Source: an optimization exercise on an open RTL-to-GDS flow (aim: small area, a short achievable clock period and few clock cycles per item). Production flows keep margins and buffers that such runs may drop.
At most, simulation tests tie the RTL to the original design; equivalence was not proved.
No activity file was given, so power comes from the tool's default toggle rates.

## run 3
## g2c1_pie_rx
module g2c1_pie_rx (
    input  wire         clk,
    input  wire         rst,           
    input  wire         edge_valid,
    output wire         edge_ready,
    input  wire [31:0]  edge_dur,      
    input  wire         edge_last,     
    input  wire [31:0]  rt_tol,        
    input  wire [31:0]  tr_tol,        
    output wire         res_valid,
    input  wire         res_ready,
    output wire [31:0]  res_flags,
    output wire [31:0]  res_tari,
    output wire [31:0]  res_rtcal,
    output wire [31:0]  res_trcal,
    output wire [31:0]  res_blf,
    output wire [15:0]  res_start,
    output wire [15:0]  res_end,
    output wire [6:0]   res_nbits,
    output wire [63:0]  res_bits,      
    output wire [111:0] res_fields     
);
Size: ~3,000 cells after synthesis, about 430 flip-flops, ~480 I/O pins.
clock: 10.0 ns
lec_check: 0
cap_margin: 20
core_margin: 2
core_utilization: 55
cts_cluster_diameter: 100
cts_cluster_size: 24
place_density: 0.7
slew_margin: 20
synth_hierarchical: 1
synth_minimum_keep_size: 0
standard.sh (not shown) runs the stock make flow with config.mk's settings and CLKGATE_MAP_FILE= SYNTH_SCRIPT=/design/flow/synth_recipe.tcl, a recipe that flattens the netlist after the stock synthesis.
==> flow/flow/run.sh <==
#!/bin/bash
# Layout flow: the standard flow (standard synthesis included), with the
# timing repair aiming at a 3.5 ns path instead of stopping at the 10 ns clock,
# and the port buffers made of small buffers. The clock and constraints are
# the design's. Each tool's output is in orfs/logs; make's output in flow.log.
set -euo pipefail
bash standard.sh SETUP_SLACK_MARGIN=6.5 "BUFFER_PORTS_ARGS=-buffer_cell sky130_fd_sc_hd__buf_1" finish > flow.log 2>&1
Testbench counts of run 3, summed over its fixed seeds: cycles 21,124, items 1,191.
### run 3 -> run 1
--- a/flow/design.v
+++ b/flow/design.v
@@ -138,22 +138,22 @@
     always @(*) begin
         seen = 1'b0;
         for (k = 23; k >= 0; k = k - 1) begin
             dv_msb[k] = trcal[k] && !seen;
             seen = seen || trcal[k];
         end
     end
     wire        dv_run   = dst && !dv_pre && !dv_q[35];
     wire        dv_ge    = !dv_x[25];
-    wire        dv_sub   = dv_ge;
+    wire        dv_sub   = dv_pre || dv_ge;
     wire [25:0] dv_xn;
     g2c1_pie_rx_add #(26) u_dv (
-        .a  ({dv_x[24:0], 1'b0}),
+        .a  (dv_pre ? dv_x : {dv_x[24:0], 1'b0}),
         .b  (dv_sub ? ~{2'b00, trcal} : {2'b00, trcal}),
         .ci (dv_sub),
         .s  (dv_xn)
     );
     wire [2:0]  dv_t3    = {dv_m3, dv_ge};
     wire        dv_g3    = (dv_t3 >= 3'd3);
     wire [1:0]  dv_m3n   = dv_g3 ? dv_t3[1:0] - 2'd3 : dv_t3[1:0];
     wire        dv_start = act && !dst && !fin && trcal_ok && blf_in &&
                            (bits[63:60] == 4'b1000) && (nbits >= 7'd5);
@@ -318,19 +318,19 @@
         o_q    <= q_n;
         o_qa   <= qa_n;
         o_qr   <= qr_n;
         o_ack  <= ack_n;
         m_crc  <= q_n && crc_ok_n;
         m_blf  <= m_blf_n;
         if (dv_drop) begin
             dv_q  <= {1'b1, 35'd0};
         end else if (dv_start) begin
-            dv_x  <= {3'b000, dv_msb[23:1]};
+            dv_x  <= {2'b00, dv_msb};
             dv_q  <= dr ? {12'd0, dv_msb} >> 4 : {12'd0, dv_msb} >> 1;
             dv_m3 <= 2'd0;
         end else if (dst && (dv_pre || !dv_q[35])) begin
             dv_x  <= dv_xn;
             if (!dv_pre) begin
                 dv_q  <= {dv_q[34:0], dr ? dv_g3 : dv_ge};
                 dv_m3 <= dv_m3n;
             end
         end
Results
Every stage of the flow completed for run 1, and the final layout passed the timing, design-rule and antenna checks.
Between run 1 and run 3, the sequential group share of total power is lower for run 1.
Final critical-path required period on run 1 is down relative to run 3.
Going from run 3 to run 1, number of well taps grew slightly.
Share of final-layout standard cells stronger than drive strength 1: run 1 vs run 3 up 2.4 points
Worst-case reg-to-reg path depth was lower in the run labelled run 3.
In run 1, the buffering stage count on the worst path with inverters included came out 2 above the value in run 3.
Summary of run 1 over run 3: post-synthesis xor/xnor area fraction flat; width of the chip has increased.
Taking run 3 as the reference, in run 1 clock network area share comparable; wire length went up; portion of total power attributed to combinational logic flat.
Changes observed in run 1 relative to run 3: final worst slack went up by 0.11 ns, critical path depth fell by 5.
Testbench counts of run 1, summed over its fixed seeds: cycles 21,124, items 1,191.

== amber ==
g2c1_pie_rx, a different RTL version from the one above (not shown whole).
Size: ~2900 cells after synthesis, ~400 flip-flops, ~480 I/O pins.
## g2c1_pie_rx
module g2c1_pie_rx (
    input  wire         clk,
    input  wire         rst,           
    input  wire         edge_valid,
    output wire         edge_ready,
    input  wire [31:0]  edge_dur,      
    input  wire         edge_last,     
    input  wire [31:0]  rt_tol,        
    input  wire [31:0]  tr_tol,        
    output wire         res_valid,
    input  wire         res_ready,
    output wire [31:0]  res_flags,
    output wire [31:0]  res_tari,
    output wire [31:0]  res_rtcal,
    output wire [31:0]  res_trcal,
    output wire [31:0]  res_blf,
    output wire [15:0]  res_start,
    output wire [15:0]  res_end,
    output wire [6:0]   res_nbits,
    output wire [63:0]  res_bits,      
    output wire [111:0] res_fields     
);
Settings: LEC_CHECK=0, CAP_MARGIN=20, CORE_MARGIN=2, CORE_UTILIZATION=55, CTS_CLUSTER_DIAMETER=100, CTS_CLUSTER_SIZE=24, PLACE_DENSITY=0.7, SLEW_MARGIN=20, SYNTH_HIERARCHICAL=1, SYNTH_MINIMUM_KEEP_SIZE=0; clock period 10.0 ns.
==> flow/flow/run.sh <==
#!/bin/bash
# Layout flow: the standard flow (standard synthesis included), with the
# timing repair aiming at a 3.7 ns path instead of stopping at the 10 ns clock,
# and the port buffers made of small buffers. The clock and constraints are
# the design's. Each tool's output is in orfs/logs; make's output in flow.log.
set -euo pipefail
bash standard.sh SETUP_SLACK_MARGIN=6.3 "BUFFER_PORTS_ARGS=-buffer_cell sky130_fd_sc_hd__buf_1" finish > flow.log 2>&1
amber: no failed stages, no open violations at the end
Testbench counts of amber, summed over its fixed seeds: cycles 21,124, items 1,191.
Relative to amber, the following input files were edited for garnet:
-- flow/design.v --
<<< amber, line 80
    wire [63:0] r1b = csa(r1a[31:0], r1a[63:32], {5'h1f, ~{3'b000, x}}, 1'b1);
    wire        k1;
    g2c1_pie_rx_cyc #(25) u_k1 (.a(r1b[25:1]), .b(r1b[57:33]), .ci(r1b[0]), .co(k1));
    wire        c1  = !(r1b[26] ^ r1b[58] ^ k1);
    wire [63:0] r3a = csa({5'd0, d, 3'b000}, {7'd0, d, 1'b0}, {3'd0, tr10}, 1'b1);
>>> garnet, line 80
    wire [63:0] r1b = csa(r1a[31:0], r1a[63:32], {5'h1f, ~{3'b000, x}}, 1'b1);
    wire        k1;
    g2c1_pie_rx_cy #(26) u_k1 (.a(r1b[25:0]), .b(r1b[57:32]), .co(k1));
    wire        c1  = !(r1b[26] ^ r1b[58] ^ k1);
    wire [63:0] r3a = csa({5'd0, d, 3'b000}, {7'd0, d, 1'b0}, {3'd0, tr10}, 1'b1);
<<< amber, line 87
    wire [63:0] r3e = csa(r3c[31:0], r3c[63:32], r3b[63:32], 1'b0);
    wire        k3;
    g2c1_pie_rx_cy #(28) u_k3 (.a(r3e[28:1]), .b(r3e[60:33]), .co(k3));
    wire        c3  = !(r3e[29] ^ r3e[61] ^ k3);
    wire [63:0] r2a = csa({7'd0, x, 1'b0}, {8'd0, x}, {4'hf, ~{4'd0, d}}, 1'b1);
>>> garnet, line 87
    wire [63:0] r3e = csa(r3c[31:0], r3c[63:32], r3b[63:32], 1'b0);
    wire        k3;
    g2c1_pie_rx_cy #(29) u_k3 (.a(r3e[28:0]), .b(r3e[60:32]), .co(k3));
    wire        c3  = !(r3e[29] ^ r3e[61] ^ k3);
    wire [63:0] r2a = csa({7'd0, x, 1'b0}, {8'd0, x}, {4'hf, ~{4'd0, d}}, 1'b1);
<<< amber, line 93
    wire [63:0] r2t = csa(r2a[31:0], r2a[63:32], {7'd0, tr_q}, 1'b0);
    wire        k2r, k2t;
    g2c1_pie_rx_cy #(26) u_k2r (.a(r2r[26:1]), .b(r2r[58:33]), .co(k2r));
    g2c1_pie_rx_cy #(26) u_k2t (.a(r2t[26:1]), .b(r2t[58:33]), .co(k2t));
    wire        c2r = !(r2r[27] ^ r2r[59] ^ k2r);
    wire        c2t = !(r2t[27] ^ r2t[59] ^ k2t);
    wire [23:0] xb = (phase == P_RT || !act) ? c_d : rtcal;
    wire        db_c;
    g2c1_pie_rx_cy #(23) u_db (.a(d[22:0]), .b(~xb[23:1]), .co(db_c));
    wire        db = d[23] || db_c;
    wire [28:0] tr10_n;
    assign      tr10_n = {1'b0, tr_q, 3'b000} + {3'b000, tr_q, 1'b0};
    always @(posedge clk) begin
        rt_q   <= rt_tol[23:0];
>>> garnet, line 93
    wire [63:0] r2t = csa(r2a[31:0], r2a[63:32], {7'd0, tr_q}, 1'b0);
    wire        k2r, k2t;
    g2c1_pie_rx_cy #(27) u_k2r (.a(r2r[26:0]), .b(r2r[58:32]), .co(k2r));
    g2c1_pie_rx_cy #(27) u_k2t (.a(r2t[26:0]), .b(r2t[58:32]), .co(k2t));
    wire        c2r = !(r2r[27] ^ r2r[59] ^ k2r);
    wire        c2t = !(r2t[27] ^ r2t[59] ^ k2t);
    wire [23:0] xb = (phase == P_RT || !act) ? c_d : rtcal;
    wire        db;
    g2c1_pie_rx_cy #(25) u_db (.a({d, 1'b0}), .b(~{1'b0, xb}), .co(db));
    wire [28:0] tr10_n;
    g2c1_pie_rx_add #(29) u_tr10 (.a({1'b0, tr_q, 3'b000}), .b({3'b000, tr_q, 1'b0}), .ci(1'b0), .s(tr10_n));
    always @(posedge clk) begin
        rt_q   <= rt_tol[23:0];
<<< amber, line 403
    assign s = addw(a, b, ci);
endmodule
module g2c1_pie_rx_cyc #(parameter W = 32) (
    input  wire [W-1:0] a,
    input  wire [W-1:0] b,
    input  wire         ci,
    output wire         co
);
    function automatic cyw(input [W-1:0] x, input [W-1:0] y, input c);
        reg [W-1:0] g, p;
        integer s, j;
        begin
            g = x & y;
            p = x | y;
            g[0] = g[0] | (p[0] & c);
            for (s = 1; s < W; s = s * 2)
                for (j = W - 1; j >= s; j = j - 1)
                    if (((W - 1 - j) % (2 * s)) == 0) begin
                        g[j] = g[j] | (p[j] & g[j - s]);
                        p[j] = p[j] & p[j - s];
                    end
            cyw = g[W-1];
        end
    endfunction
    assign co = cyw(a, b, ci);
endmodule
>>> garnet, line 402
    assign s = addw(a, b, ci);
endmodule
## What came out
- Row tightest slew margin relative to the limit: garnet higher / amber lower
- amber → garnet: area of the die moved up; worst setup slack moved down.
- Against amber, non-clock buffer count in garnet fell by a little under 10%.
- Share of cell area taken by flip-flops and latches: garnet vs amber, no meaningful difference
- Going from amber to garnet, portion of total power attributed to combinational logic has decreased; final-layout non-clock buffer area share shows a reduction of 1.4 points.
- Going from amber to garnet, the synthesis-to-layout area growth was found to have gone down by 1.5 points.
- Compared with amber, garnet shows a higher sum of buffers and inverters on the critical path.
- Total wire length after detailed routing, garnet and amber: larger value in amber
Testbench counts of garnet, summed over its fixed seeds: cycles 21,124, items 1,191.

== main ==
Another version of the RTL of g2c1_pie_rx (not shown whole).
Size in the first run: roughly 480 I/O pins.
export LEC_CHECK = 0
export CAP_MARGIN = 20
export CORE_MARGIN = 2
export CORE_UTILIZATION = 55
export CTS_CLUSTER_DIAMETER = 100
export CTS_CLUSTER_SIZE = 24
export PLACE_DENSITY = 0.7
export SLEW_MARGIN = 20
export SYNTH_HIERARCHICAL = 1
export SYNTH_MINIMUM_KEEP_SIZE = 0
create_clock -name core_clock -period 10.0 [get_ports {clk}]
==> flow/flow/run.sh <==
#!/bin/bash
# Layout flow: the standard flow (standard synthesis included), with the
# timing repair aiming at a 3.5 ns path instead of stopping at the 10 ns clock,
# the port buffers made of small buffers, and one tie cell per constant value
# (not one per constant pin). The clock and constraints are the design's.
# Each tool's output is in orfs/logs; make's output in flow.log.
set -euo pipefail
bash standard.sh SETUP_SLACK_MARGIN=6.5 "BUFFER_PORTS_ARGS=-buffer_cell sky130_fd_sc_hd__buf_1" SKIP_REPAIR_TIE_FANOUT=1 finish > flow.log 2>&1
> inputs changed (main -> the feature branch)
--- a/flow/design.v
+++ b/flow/design.v
@@ -58,24 +58,22 @@
     reg [6:0]  nbits;
     reg        bitovf;
     reg [4:0]  crc;
     reg        dst;          
     reg [25:0] dv_x;         
     reg        dv_pre;       
     reg [35:0] dv_q;         
     reg [1:0]  dv_m3;        
     reg        m_ok, m_size, m_crc, m_blf;
     reg [2:0]  m_type;
     reg        o_q, o_qa, o_qr, o_ack;
-    reg [1:0]  o_f0;                     
-    reg [3:0]  o_f1;                     
     wire release_ = out_v && res_ready;
     wire proc     = c_v && !fin;
     wire c_free   = !c_v || proc;
     wire b_adv    = b_v && c_free;
     assign edge_ready = !(b_v && c_v && fin);
     wire run   = proc && !c_gap;           
     wire first = run && !act;              
     wire eg    = run && !c_last && b_v && b_gap;
     wire endc  = (proc && (c_gap ? act : c_last)) || eg;
     wire [23:0] d = b_d;
     wire [23:0] x = c_d;
@@ -313,26 +311,22 @@
         trcal    <= trcal_n;
         bits     <= bits_n;
         nbits    <= nbits_n;
         crc      <= crc_n;
         m_ok   <= q_n | qa_n | qr_n | ack_n | nak_n;
         m_size <= size_n;
         m_type <= {nak_n, qr_n | ack_n, qa_n | ack_n};
         o_q    <= q_n;
         o_qa   <= qa_n;
         o_qr   <= qr_n;
         o_ack  <= ack_n;
-        o_f0   <= {(ack_n & bits_d[47]) | (qr_n & bits_d[61]) | (qa_n & bits_d[59]),
-                   (ack_n & bits_d[46]) | (qr_n & bits_d[60]) | (qa_n & bits_d[58]) | (q_n & bits_d[59])};
-        o_f1   <= ({4{q_n}} & (4'd1 << bits_d[58:57])) |
-                  {2'b00, qa_n & (bits_d[57:55] == 3'b011), qa_n & (bits_d[57:55] == 3'b110)};
         m_crc  <= q_n && crc_ok_n;
         m_blf  <= m_blf_n;
         if (dv_drop) begin
             dv_q  <= {1'b1, 35'd0};
         end else if (dv_start) begin
             dv_x  <= {3'b000, dv_msb[23:1]};
             dv_q  <= dr ? {12'd0, dv_msb} >> 4 : {12'd0, dv_msb} >> 1;
             dv_m3 <= 2'd0;
         end else if (dst && (dv_pre || !dv_q[35])) begin
             dv_x  <= dv_xn;
             if (!dv_pre) begin
@@ -345,24 +339,29 @@
     assign res_valid  = out_v;
     assign res_flags  = {13'd0, m_type, 4'd0, 2'b00, !m_ok, m_size, 1'b0, 1'b0, m_crc, bitovf,
                          m_blf, m_ok, trcal_ok, cal_ok};
     assign res_tari   = {11'd0, tari};
     assign res_rtcal  = {8'd0, rtcal};
     assign res_trcal  = {8'd0, trcal};
     assign res_blf    = dv_q[31:0];
     assign res_start  = sub_start;
     assign res_end    = idx;
     assign res_nbits  = nbits;
     assign res_bits   = bits;
-    assign res_fields[15:0]   = {{14{o_ack}} & bits[61:48], o_f0};
-    assign res_fields[31:16]  = {12'd0, o_f1};
+    wire [1:0] qa_updn = (bits[57:55] == 3'b110) ? 2'd1 : (bits[57:55] == 3'b011) ? 2'd2 : 2'd0;
+    assign res_fields[15:0]   = ({16{o_ack}} & bits[61:46]) |
+                                ({16{o_qr}}  & {14'd0, bits[61:60]}) |
+                                ({16{o_qa}}  & {14'd0, bits[59:58]}) |
+                                ({16{o_q}}   & {15'd0, bits[59]});
+    assign res_fields[31:16]  = ({16{o_q}}  & (16'd1 << bits[58:57])) |
+                                ({16{o_qa}} & {14'd0, qa_updn});
     assign res_fields[47:32]  = {15'd0, o_q & bits[56]};
     assign res_fields[63:48]  = {14'd0, {2{o_q}} & bits[55:54]};
     assign res_fields[79:64]  = {14'd0, {2{o_q}} & bits[53:52]};
     assign res_fields[95:80]  = {15'd0, o_q & bits[51]};
     assign res_fields[111:96] = {12'd0, {4{o_q}} & bits[50:47]};
 endmodule
 module g2c1_pie_rx_cy #(parameter W = 32) (
     input  wire [W-1:0] a,
     input  wire [W-1:0] b,
     output wire         co
 );
==> run notes <==
Compared with main, the feature branch shows power density over the cells lower by 4.0 mW/mm^2. Transition at the pin with the smallest max-transition slack (higher): main. Cmp main and the feature branch / wire length on met2 / higher: the feature branch. Comparing main with the feature branch, the area of all placed cells without fillers came out essentially unchanged. Diff main..the feature branch | simple-gate area share of the yosys netlist | negligible. The higher fraction of power consumed by the clock network came out of main. Slack of the critical path, main and the feature branch: smaller value in main. On worst hold slack, main and the feature branch are neck and neck. main → the feature branch: utilization increased 0.38 points; met3 routing resource usage after global routing increased 1.2 points; area growth from synthesis to layout increased 1.3 points; via count of the first global-routing pass decreased 374.
Testbench counts of the feature branch, summed over its fixed seeds: cycles 21,124, items 1,191.
Only the layout flow was run in main; the RTL was not checked for function there.

## static timing again, ports no longer ideal
In the flow no input, the clock included, has a driving cell. The finished layouts below were timed again as built, in two steps. Step 1: set_driving_cell puts a clkbuf_16 on clk and a buf_2 on each other input, an assumption about the parent block. Step 2 times the ports against the registers' clock, not the clock port: input delays grow and output delays shrink by t, the midpoint of the rising clock arrivals with the driver on. Slacks: ideal / step 1 / step 2; pairs: ideal / step 1.
run | t, ns | setup WS [ns] | hold WS [ns] | worst slew at a driven data input, ns
run 3 | 0.631 | 6.347 / 6.347 / 6.091 | 0.394 / 0.394 / 0.394 | 0.05
run 1 | 0.650 | 6.455 / 6.394 / 6.134 | 0.398 / 0.398 / 0.398 | 0.05
amber | 0.623 | 6.191 / 6.191 / 6.115 | 0.456 / 0.456 / 0.456 | 0.07
garnet | 0.630 | 6.090 / 6.090 / 5.991 | 0.458 / 0.458 / 0.458 | 0.08
main | 0.630 | 6.425 / 6.425 / 6.126 | 0.406 / 0.406 / 0.406 | 0.06
the feature branch | 0.637 | 6.445 / 6.384 / 6.200 | 0.404 / 0.404 / 0.404 | 0.07
After both steps every run listed still meets setup and hold. For run 1, which loses most, drivers alone change the setup slack by -0.061 ns; drivers and shift together by -0.321 ns.
